This is an optimization exercise on Yosys and OpenROAD, whose aim is small area, a short achievable clock period and few clock cycles, not a production implementation. At most, simulation tests tie the RTL to the original design; equivalence was not proved. Power is estimated from default activity; no workload was simulated.

==> flow/design.v (excerpt) <==
module sdr_frame_rx (
    input  wire        clk,
    input  wire        rst,
    input  wire        in_valid,
    output wire        in_ready,
    input  wire [7:0]  in_data,
    output reg         out_valid,
    output reg  [7:0]  out_type,
    output reg  [7:0]  out_gid,
    output reg  [7:0]  out_sid,
    output reg  [79:0] out_payload,
    output reg         crc_err
);
For scale: ~2000 cells after synthesis, about 450 flip-flops.
export LEC_CHECK = 0
export ABC_AREA = 1
export CAP_MARGIN = 20
export CORE_MARGIN = 2
export CORE_UTILIZATION = 40
export SETUP_SLACK_MARGIN = 0.5
export SLEW_MARGIN = 20
create_clock -name core_clock -period 22.0 [get_ports {clk}]
standard.sh (not shown) runs the stock make flow with config.mk's settings and CLKGATE_MAP_FILE= SYNTH_SCRIPT=/design/flow/synth_recipe.tcl, a recipe that flattens the netlist after the stock synthesis.
==> flow/flow/run.sh <==
#!/bin/bash
set -euo pipefail
export BUFFER_PORTS_ARGS="-buffer_cell sky130_fd_sc_hd__buf_1"
export CTS_ARGS="-sink_clustering_enable -repair_clock_nets -dont_use_dummy_load -sink_clustering_size 20 -sink_clustering_max_diameter 60"
bash standard.sh > standard_flow.log 2>&1
Testbench counts at the start, summed over its fixed seeds: cycles 22,798.
Rerun with:
==> flow/flow/run.sh (replaced) <==
#!/bin/bash
set -euo pipefail
export BUFFER_PORTS_ARGS="-buffer_cell sky130_fd_sc_hd__buf_1"
export CTS_ARGS="-sink_clustering_enable -repair_clock_nets -dont_use_dummy_load -sink_clustering_size 30 -sink_clustering_max_diameter 100"
bash standard.sh > standard_flow.log 2>&1
After rerunning:
- non-clock buffer count is unchanged
- design area decreases slightly
- setup slack improved by 56 ps
- count of clock-buffer cells in the layout decreases by 12
- sequential power is about the same
- clock power decreases by about a fifth
- sequential share of layout area increases by 0.83 points
Rerun with:
Settings changed: CORE_UTILIZATION 40 to 50.
Outcome:
- non-clock buffer count does not change
- global-route usage is higher by 4.2 points
- via count barely changes
- setup slack is about the same
- wire length is lower by 2.0%
- final cell count is lower by 4.9%
- die area is lower by 20%
- clock-buffer cell count is unchanged
Rerun with:
Settings changed: ABC_AREA 1 to default, CORE_UTILIZATION 50 to 40.
Result: Clock skew came out higher by 48 ps. Wire length came out higher by 21%. Combinational power came out higher by 35%. First-iteration DRC count grows by about 23%. Utilization decreases by 11 points. Clock power is higher by about 3%. Register-to-register slack degrades by 710 ps. Cell count drops by 2.0%. Die area is higher by 35%. Worst hold slack gets worse by 7.2 ps. Setup slack is worse by 62 ps.
Rerun with:
Settings changed: ABC_AREA from default to 1, CORE_UTILIZATION 40 to 60, PLACE_DENSITY from default to 0.75.
What happened:
- global-route usage goes up by 6.9 points
- cell area drops by 8.2%
- total power shrinks by 5.7%
Rerun with:
==> flow/flow/run.sh (replaced) <==
#!/bin/bash
set -euo pipefail
export BUFFER_PORTS_ARGS="-buffer_cell sky130_fd_sc_hd__buf_1"
export CTS_ARGS="-sink_clustering_enable -repair_clock_nets -dont_use_dummy_load -sink_clustering_size 25 -sink_clustering_max_diameter 80"
bash standard.sh > standard_flow.log 2>&1
Settings changed: CORE_UTILIZATION 60 to 40, PLACE_DENSITY 0.75 to default.
After rerunning: Clock skew goes up by 9.0 ps. First-iteration DRC count goes down by 27%. Power goes up by 3.9%. Sequential share of layout area goes down by 1.1 points. Wire length goes up by 2.7%.

* * *

Another version of the RTL of sdr_frame_rx (not shown whole).
Size in the first run: roughly 450 flip-flops, about 120 I/O pins, roughly 21000 sq um of cells after synthesis.
// sdr_frame_rx
module sdr_frame_rx (
    input  wire        clk,
    input  wire        rst,
    input  wire        in_valid,
    output wire        in_ready,
    input  wire [7:0]  in_data,
    output reg         out_valid,
    output reg  [7:0]  out_type,
    output reg  [7:0]  out_gid,
    output reg  [7:0]  out_sid,
    output reg  [79:0] out_payload,
    output reg         crc_err
);
    localparam integer N     = 32;              
    localparam [31:0]  SYNC  = 32'h1ACFFC1D;
    localparam [31:0]  CRC_PRE = 32'hFF06CBB9;
    function automatic near_sync(input [31:0] w);
        reg [31:0] x;
        reg [15:0] a1, a2;
        reg [7:0]  b1, b2, b3;
        reg [3:0]  c1, c2, c3;
        reg [1:0]  d1, d2, d3;
        integer i;
        begin
            x = w ^ SYNC;
            for (i = 0; i < 16; i = i + 1) begin
                a1[i] = x[2*i] | x[2*i+1];
                a2[i] = x[2*i] & x[2*i+1];
            end
            for (i = 0; i < 8; i = i + 1) begin
                b1[i] = a1[2*i] | a1[2*i+1];
                b2[i] = a2[2*i] | a2[2*i+1] | (a1[2*i] & a1[2*i+1]);
                b3[i] = (a2[2*i] & a1[2*i+1]) | (a1[2*i] & a2[2*i+1]);
            end
            for (i = 0; i < 4; i = i + 1) begin
                c1[i] = b1[2*i] | b1[2*i+1];
                c2[i] = b2[2*i] | b2[2*i+1] | (b1[2*i] & b1[2*i+1]);
  ...
==> flow/config.mk <==
export PLATFORM = sky130hd
export DESIGN_NAME = sdr_frame_rx
export DESIGN_NICKNAME = sdr_frame_rx
export VERILOG_FILES = /design/flow/design.v
export SDC_FILE = /design/flow/constraint.sdc
export NUM_CORES = 4
export LEC_CHECK = 0
export ABC_AREA = 1
export CAP_MARGIN = 20
export CORE_MARGIN = 2
export CORE_UTILIZATION = 40
export CTS_CLUSTER_DIAMETER = 100
export CTS_CLUSTER_SIZE = 30
export SETUP_SLACK_MARGIN = 0.5
export SLEW_MARGIN = 20
==> flow/constraint.sdc <==
create_clock -name core_clock -period 22.0 [get_ports {clk}]
set_input_delay 4.4000 -clock core_clock [delete_from_list [all_inputs] [get_ports {clk}]]
set_output_delay 4.4000 -clock core_clock [all_outputs]
set_load 0.01 [all_outputs]
run.sh (not shown) runs the stock make flow with config.mk's settings and CLKGATE_MAP_FILE= SYNTH_SCRIPT=/design/flow/synth_recipe.tcl, a recipe that flattens the netlist after the stock synthesis.
Stock flow here: none of the scripts above is used.
Next try:
CORE_UTILIZATION = 60   (was 40)
CTS_BUF_LIST = sky130_fd_sc_hd__clkbuf_2 sky130_fd_sc_hd__clkbuf_4   (was unset)
CTS_CLUSTER_DIAMETER = unset   (was 100)
CTS_CLUSTER_SIZE = unset   (was 30)
Outcome: Via count rises by 5.3%; routed wire length rises by 1.2%; global-route usage rises by 10 points; total power rises by 16%; synthesized area is unchanged; combinational power stays flat; setup slack gets worse by 0.25 ns; synthesized cell count is unchanged; design area rises by 2.2%; clock skew rises by 0.054 ns; die area falls by 33%.
Function was not checked in any run of this note: the RTL went through the layout flow alone.

* * *

sdr_frame_rx, a different RTL version from the one above (not shown whole).
Size: ~2400 cells after synthesis, about 120 I/O pins, roughly 19000 µm² of cells after synthesis.
export LEC_CHECK = 0
export ABC_AREA = 1
export CAP_MARGIN = 20
export CORE_MARGIN = 2
export CORE_UTILIZATION = 40
export SETUP_SLACK_MARGIN = 0.5
export SLEW_MARGIN = 20
create_clock -name core_clock -period 22.0 [get_ports {clk}]
standard.sh (not shown) runs the stock make flow with config.mk's settings and CLKGATE_MAP_FILE= SYNTH_SCRIPT=/design/flow/synth_recipe.tcl, a recipe that flattens the netlist after the stock synthesis.
==> flow/flow/run.sh <==
#!/bin/bash
set -euo pipefail
export BUFFER_PORTS_ARGS="-buffer_cell sky130_fd_sc_hd__buf_1"
export CTS_ARGS="-sink_clustering_enable -repair_clock_nets -dont_use_dummy_load -sink_clustering_size 15 -sink_clustering_max_diameter 60 -buf_list {sky130_fd_sc_hd__clkbuf_8}"
bash standard.sh > standard_flow.log 2>&1
Testbench counts at the start, summed over its fixed seeds: cycles 22,798.
Change:
==> flow/flow/run.sh (replaced) <==
#!/bin/bash
set -euo pipefail
export BUFFER_PORTS_ARGS="-buffer_cell sky130_fd_sc_hd__buf_1"
export CTS_ARGS="-sink_clustering_enable -repair_clock_nets -dont_use_dummy_load -sink_clustering_size 25 -sink_clustering_max_diameter 80"
bash standard.sh > standard_flow.log 2>&1
Routed wire length is lower by 0.72%.
Synthesized cell count does not change.
Die area stays the same.
Change:
==> flow/run.sh (new file) <==
#!/bin/bash
# synth_recipe.tcl (not shown) runs the flow's synth.tcl, then flattens the netlist and writes it again
# the make line also repeats each setting of config.mk as NAME=value (left out here)
make -C /OpenROAD-flow-scripts/flow DESIGN_CONFIG=/design/flow/config.mk WORK_HOME=/design/flow/orfs CLKGATE_MAP_FILE= SYNTH_SCRIPT=/design/flow/synth_recipe.tcl finish
- CTS_CLUSTER_DIAMETER: not set -> 80
- CTS_CLUSTER_SIZE: not set -> 20
removed: flow/flow/run.sh
removed: flow/standard.sh
What happened: Total power climbs by 5.3%. Sequential power hardly moves. Setup slack got worse by 360 ps. Die area does not change.

* * *

== old ==
RTL: one of the versions met above, not the one the previous note started from.
Size: about 2,000 cells after synthesis, about 120 I/O pins, ~0.021 mm2 of cells after synthesis.
export LEC_CHECK = 0
export ABC_AREA = 1
export CAP_MARGIN = 20
export CORE_MARGIN = 2
export CORE_UTILIZATION = 40
export SETUP_SLACK_MARGIN = 0.5
export SLEW_MARGIN = 20
create_clock -name core_clock -period 22.0 [get_ports {clk}]
==> flow/flow/run.sh <==
#!/bin/bash
set -euo pipefail
export BUFFER_PORTS_ARGS="-buffer_cell sky130_fd_sc_hd__buf_2"
export CTS_ARGS="-sink_clustering_enable -repair_clock_nets -dont_use_dummy_load"
bash standard.sh > standard_flow.log 2>&1
old went all the way through synthesis, placement and routing and the layout is clean on timing, DRC and antenna.
The inputs of new differ from those of old as listed below.
- an added CTS_BUF_LIST of sky130_fd_sc_hd__clkbuf_4 sky130_fd_sc_hd__clkbuf_8
==> flow/run.sh (new file) <==
#!/bin/bash
# synth_recipe.tcl (not shown) runs the flow's synth.tcl, then flattens the netlist and writes it again
# the make line also repeats each setting of config.mk as NAME=value (left out here)
make -C /OpenROAD-flow-scripts/flow DESIGN_CONFIG=/design/flow/config.mk WORK_HOME=/design/flow/orfs CLKGATE_MAP_FILE= SYNTH_SCRIPT=/design/flow/synth_recipe.tcl finish
removed: flow/flow/run.sh
removed: flow/standard.sh
[summary]
- In summary, new completed successfully, with a layout that passed the timing, design-rule and antenna checks.
- Taking old as the reference, in new fraction of power consumed by combinational cells lower, pre-CTS setup slack dropped 200 ps, portion of the layout cell area used by non-clock buffers climbed 2.3 points.
- Of old and new, the run reporting the higher final-stage net count was new.
- Compared to old, new has layout-stage area growth over the synthesis result 4.8 points higher.
No functional check of the RTL was part of any run of this note.

* * *

Another version of the RTL of sdr_frame_rx (not shown whole).
For scale: ~120 I/O pins.
==> flow/config.mk <==
export PLATFORM = sky130hd
export DESIGN_NAME = sdr_frame_rx
export DESIGN_NICKNAME = sdr_frame_rx
export VERILOG_FILES = /design/flow/design.v
export SDC_FILE = /design/flow/constraint.sdc
export NUM_CORES = 4
export LEC_CHECK = 0
export CAP_MARGIN = 20
export CORE_MARGIN = 2
export CORE_UTILIZATION = 40
export SETUP_SLACK_MARGIN = 0.5
export SLEW_MARGIN = 20
==> flow/constraint.sdc <==
create_clock -name core_clock -period 22.0 [get_ports {clk}]
set_input_delay 4.4000 -clock core_clock [delete_from_list [all_inputs] [get_ports {clk}]]
set_output_delay 4.4000 -clock core_clock [all_outputs]
set_load 0.01 [all_outputs]
run.sh (not shown) runs the stock make flow with config.mk's settings and CLKGATE_MAP_FILE= SYNTH_SCRIPT=/design/flow/synth_recipe.tcl, a recipe that flattens the netlist after the stock synthesis.
Stock flow here: none of the scripts above is used.
The starting point went through all stages and came out clean.
Testbench counts at the start, summed over its fixed seeds: cycles 22,801.
Next try:
- ABC_AREA: default -> 1
What happened:
- clock-buffer cell count increases by 12
- global-route usage went down by 2.3 points
- clock power falls by about 2%
- worst setup slack improved by 0.026 ns
- power went down by 1.9%
- die area went down by 7.4%
- routed wire length falls by 18%
- core utilization came out higher by 0.41 points
- cell area shrinks by 6.3%

* * *

sdr_frame_rx, a different RTL version from the one above (not shown whole).
Size: roughly 2200 cells after synthesis, about 430 flip-flops, roughly 120 I/O pins.
Settings: LEC_CHECK=0, ABC_AREA=1, CAP_MARGIN=20, CORE_MARGIN=2, CORE_UTILIZATION=40, SETUP_SLACK_MARGIN=0.5, SLEW_MARGIN=20; clock period 22.0 ns.
standard.sh (not shown) runs the stock make flow with config.mk's settings and CLKGATE_MAP_FILE= SYNTH_SCRIPT=/design/flow/synth_recipe.tcl, a recipe that flattens the netlist after the stock synthesis.
==> flow/flow/run.sh <==
#!/bin/bash
set -euo pipefail
export BUFFER_PORTS_ARGS="-buffer_cell sky130_fd_sc_hd__buf_1"
export CTS_ARGS="-sink_clustering_enable -repair_clock_nets -dont_use_dummy_load -sink_clustering_size 25 -sink_clustering_max_diameter 80"
bash standard.sh > standard_flow.log 2>&1
Edit:
==> flow/flow/run.sh (replaced) <==
#!/bin/bash
set -euo pipefail
export BUFFER_PORTS_ARGS="-buffer_cell sky130_fd_sc_hd__buf_2"
export CTS_ARGS="-sink_clustering_enable -repair_clock_nets -dont_use_dummy_load -sink_clustering_size 20 -sink_clustering_max_diameter 80"
bash standard.sh > standard_flow.log 2>&1
The new run passed the timing, design-rule and antenna checks.
Setup slack gets worse by 0.044 ns.
Global-route usage barely changes.
Combinational power stays flat.
Edit:
==> flow/run.sh (new file) <==
#!/bin/bash
# synth_recipe.tcl (not shown) runs the flow's synth.tcl, then flattens the netlist and writes it again
# the make line also repeats each setting of config.mk as NAME=value (left out here)
make -C /OpenROAD-flow-scripts/flow DESIGN_CONFIG=/design/flow/config.mk WORK_HOME=/design/flow/orfs CLKGATE_MAP_FILE= SYNTH_SCRIPT=/design/flow/synth_recipe.tcl finish
CTS_CLUSTER_DIAMETER = 80   (was not set)
CTS_CLUSTER_SIZE = 20   (was not set)
removed: flow/flow/run.sh
removed: flow/standard.sh
Result:
- The new run finished with timing, DRC and antenna clean
- non-clock buffer count is lower by 1
- routed wire length goes up by 1.7%
- utilization climbs by 1.6 points
- cell area rose by 3.6%
- count of clock-buffer cells in the layout went up by 19
- hold slack is better by 0.0086 ns
- setup slack is worse by 0.38 ns
- die area stays the same
- sequential share of layout area shrinks by 1.9 points
Function was not checked in any run of this note: the RTL went through the layout flow alone.

* * *

Another version of the RTL of sdr_frame_rx (not shown whole).
Size: ~2000 cells after synthesis, roughly 430 flip-flops, roughly 120 I/O pins, about 20000 um2 of cells after synthesis.
clock: 22.0 ns
lec_check: 0
abc_area: 1
cap_margin: 20
core_margin: 2
core_utilization: 40
setup_slack_margin: 0.5
slew_margin: 20
==> flow/flow/run.sh <==
#!/bin/bash
set -euo pipefail
export BUFFER_PORTS_ARGS="-buffer_cell sky130_fd_sc_hd__buf_1"
export CTS_ARGS="-sink_clustering_enable -repair_clock_nets -dont_use_dummy_load -sink_clustering_size 30 -sink_clustering_max_diameter 100"
bash standard.sh > standard_flow.log 2>&1
The baseline completed with no timing, DRC or antenna violations.
Testbench counts at the start, summed over its fixed seeds: cycles 22,795.
==> next run, changes <==
==> flow/flow/run.sh (replaced) <==
#!/bin/bash
set -euo pipefail
export BUFFER_PORTS_ARGS="-buffer_cell sky130_fd_sc_hd__buf_1"
export CTS_ARGS="-sink_clustering_enable -repair_clock_nets -dont_use_dummy_load -sink_clustering_size 25 -sink_clustering_max_diameter 80"
bash standard.sh > standard_flow.log 2>&1
What happened: Routed wire length grows slightly. Non-clock buffer count stays the same. Total power is higher by a few percent. Global-route usage is about the same. Sequential cell count does not change. Sequential share of layout area is lower by 0.40 points. Setup slack degrades by 19 ps. Final cell count hardly moves. Die area stays the same. Area after synthesis stays the same. Clock skew is lower by 4.4 ps.
==> next run, changes <==
==> flow/flow/run.sh (replaced) <==
#!/bin/bash
set -euo pipefail
export BUFFER_PORTS_ARGS="-buffer_cell sky130_fd_sc_hd__buf_2"
export CTS_ARGS="-sink_clustering_enable -repair_clock_nets -dont_use_dummy_load -sink_clustering_size 20 -sink_clustering_max_diameter 80"
bash standard.sh > standard_flow.log 2>&1
What happened: The changed run ran to the end with no violations. Die area does not change. Global-route usage climbs by 0.12 points. Power grows by 1.9%. Routed wire length came out higher by 0.51%. Setup slack got worse by 7.0 ps. Maximum frequency barely changes. Utilization rose by 0.50 points.

==> re-timing with driven ports <==
The results above use ideal ports. As a check the final layouts listed here were re-extracted and re-timed, cells and wires unchanged.
Step 1, drivers: a clkbuf_16 drives clk and a buf_2 each remaining input, both assumed.
Step 2 moves the port delays by t, midway between the first and last clock arrival at a register: inputs arrive t later, outputs are due t later. That takes back most of the time a late clock gives input paths.
Three values: ideal, step 1, step 2; two values: the first two.
| run | shift t [ns] | slack for setup (ns) | worst register clock-pin slew, ns |
|---|---|---|---|
| the first run of note 1 | 0.624 | 16.448 / 16.391 / 16.552 | 0.08 / 0.08 |
| the second run of note 1 | 0.577 | 16.504 / 16.448 / 16.593 | 0.11 / 0.11 |
| the third run of note 1 | 0.580 | 16.505 / 16.451 / 16.534 | 0.12 / 0.12 |
| the fourth run of note 1 | 0.571 | 16.443 / 16.390 / 16.318 | 0.12 / 0.12 |
| the fifth run of note 1 | 0.572 | 16.489 / 16.438 / 16.544 | 0.11 / 0.11 |
| the sixth run of note 1 | 0.591 | 16.478 / 16.421 / 16.584 | 0.10 / 0.10 |
| the first run of note 2 | 0.605 | 16.074 / 16.023 / 16.200 | 0.12 / 0.12 |
| the second run of note 2 | 0.840 | 15.821 / 15.771 / 16.179 | 0.07 / 0.07 |
| the first run of note 3 | 0.641 | 16.362 / 16.313 / 16.888 | 0.09 / 0.09 |
| the second run of note 3 | 0.593 | 16.414 / 16.358 / 16.903 | 0.09 / 0.09 |
| the third run of note 3 | 0.626 | 16.050 / 15.996 / 16.222 | 0.08 / 0.08 |
| old | 0.609 | 16.456 / 16.400 / 16.536 | 0.06 / 0.06 |
| new | 0.706 | 15.999 / 15.950 / 16.206 | 0.06 / 0.06 |
| the first run of note 5 | 0.627 | 16.038 / 15.981 / 16.196 | 0.06 / 0.06 |
| the second run of note 5 | 0.623 | 16.065 / 16.009 / 16.274 | 0.06 / 0.06 |
| the first run of note 6 | 0.603 | 16.451 / 16.394 / 16.555 | 0.09 / 0.09 |
| the second run of note 6 | 0.609 | 16.407 / 16.347 / 16.750 | 0.08 / 0.08 |
| the third run of note 6 | 0.633 | 16.026 / 15.966 / 16.200 | 0.09 / 0.09 |
| the first run of note 7 | 0.572 | 16.485 / 16.427 / 16.678 | 0.12 / 0.12 |
| the second run of note 7 | 0.595 | 16.466 / 16.411 / 16.679 | 0.10 / 0.10 |
| the third run of note 7 | 0.599 | 16.459 / 16.406 / 16.768 | 0.08 / 0.08 |
After both steps setup and hold are still met in every run listed. The setup slack of the fourth run of note 1, which loses most, moves by -0.053 ns with the drivers and by -0.125 ns with both steps.
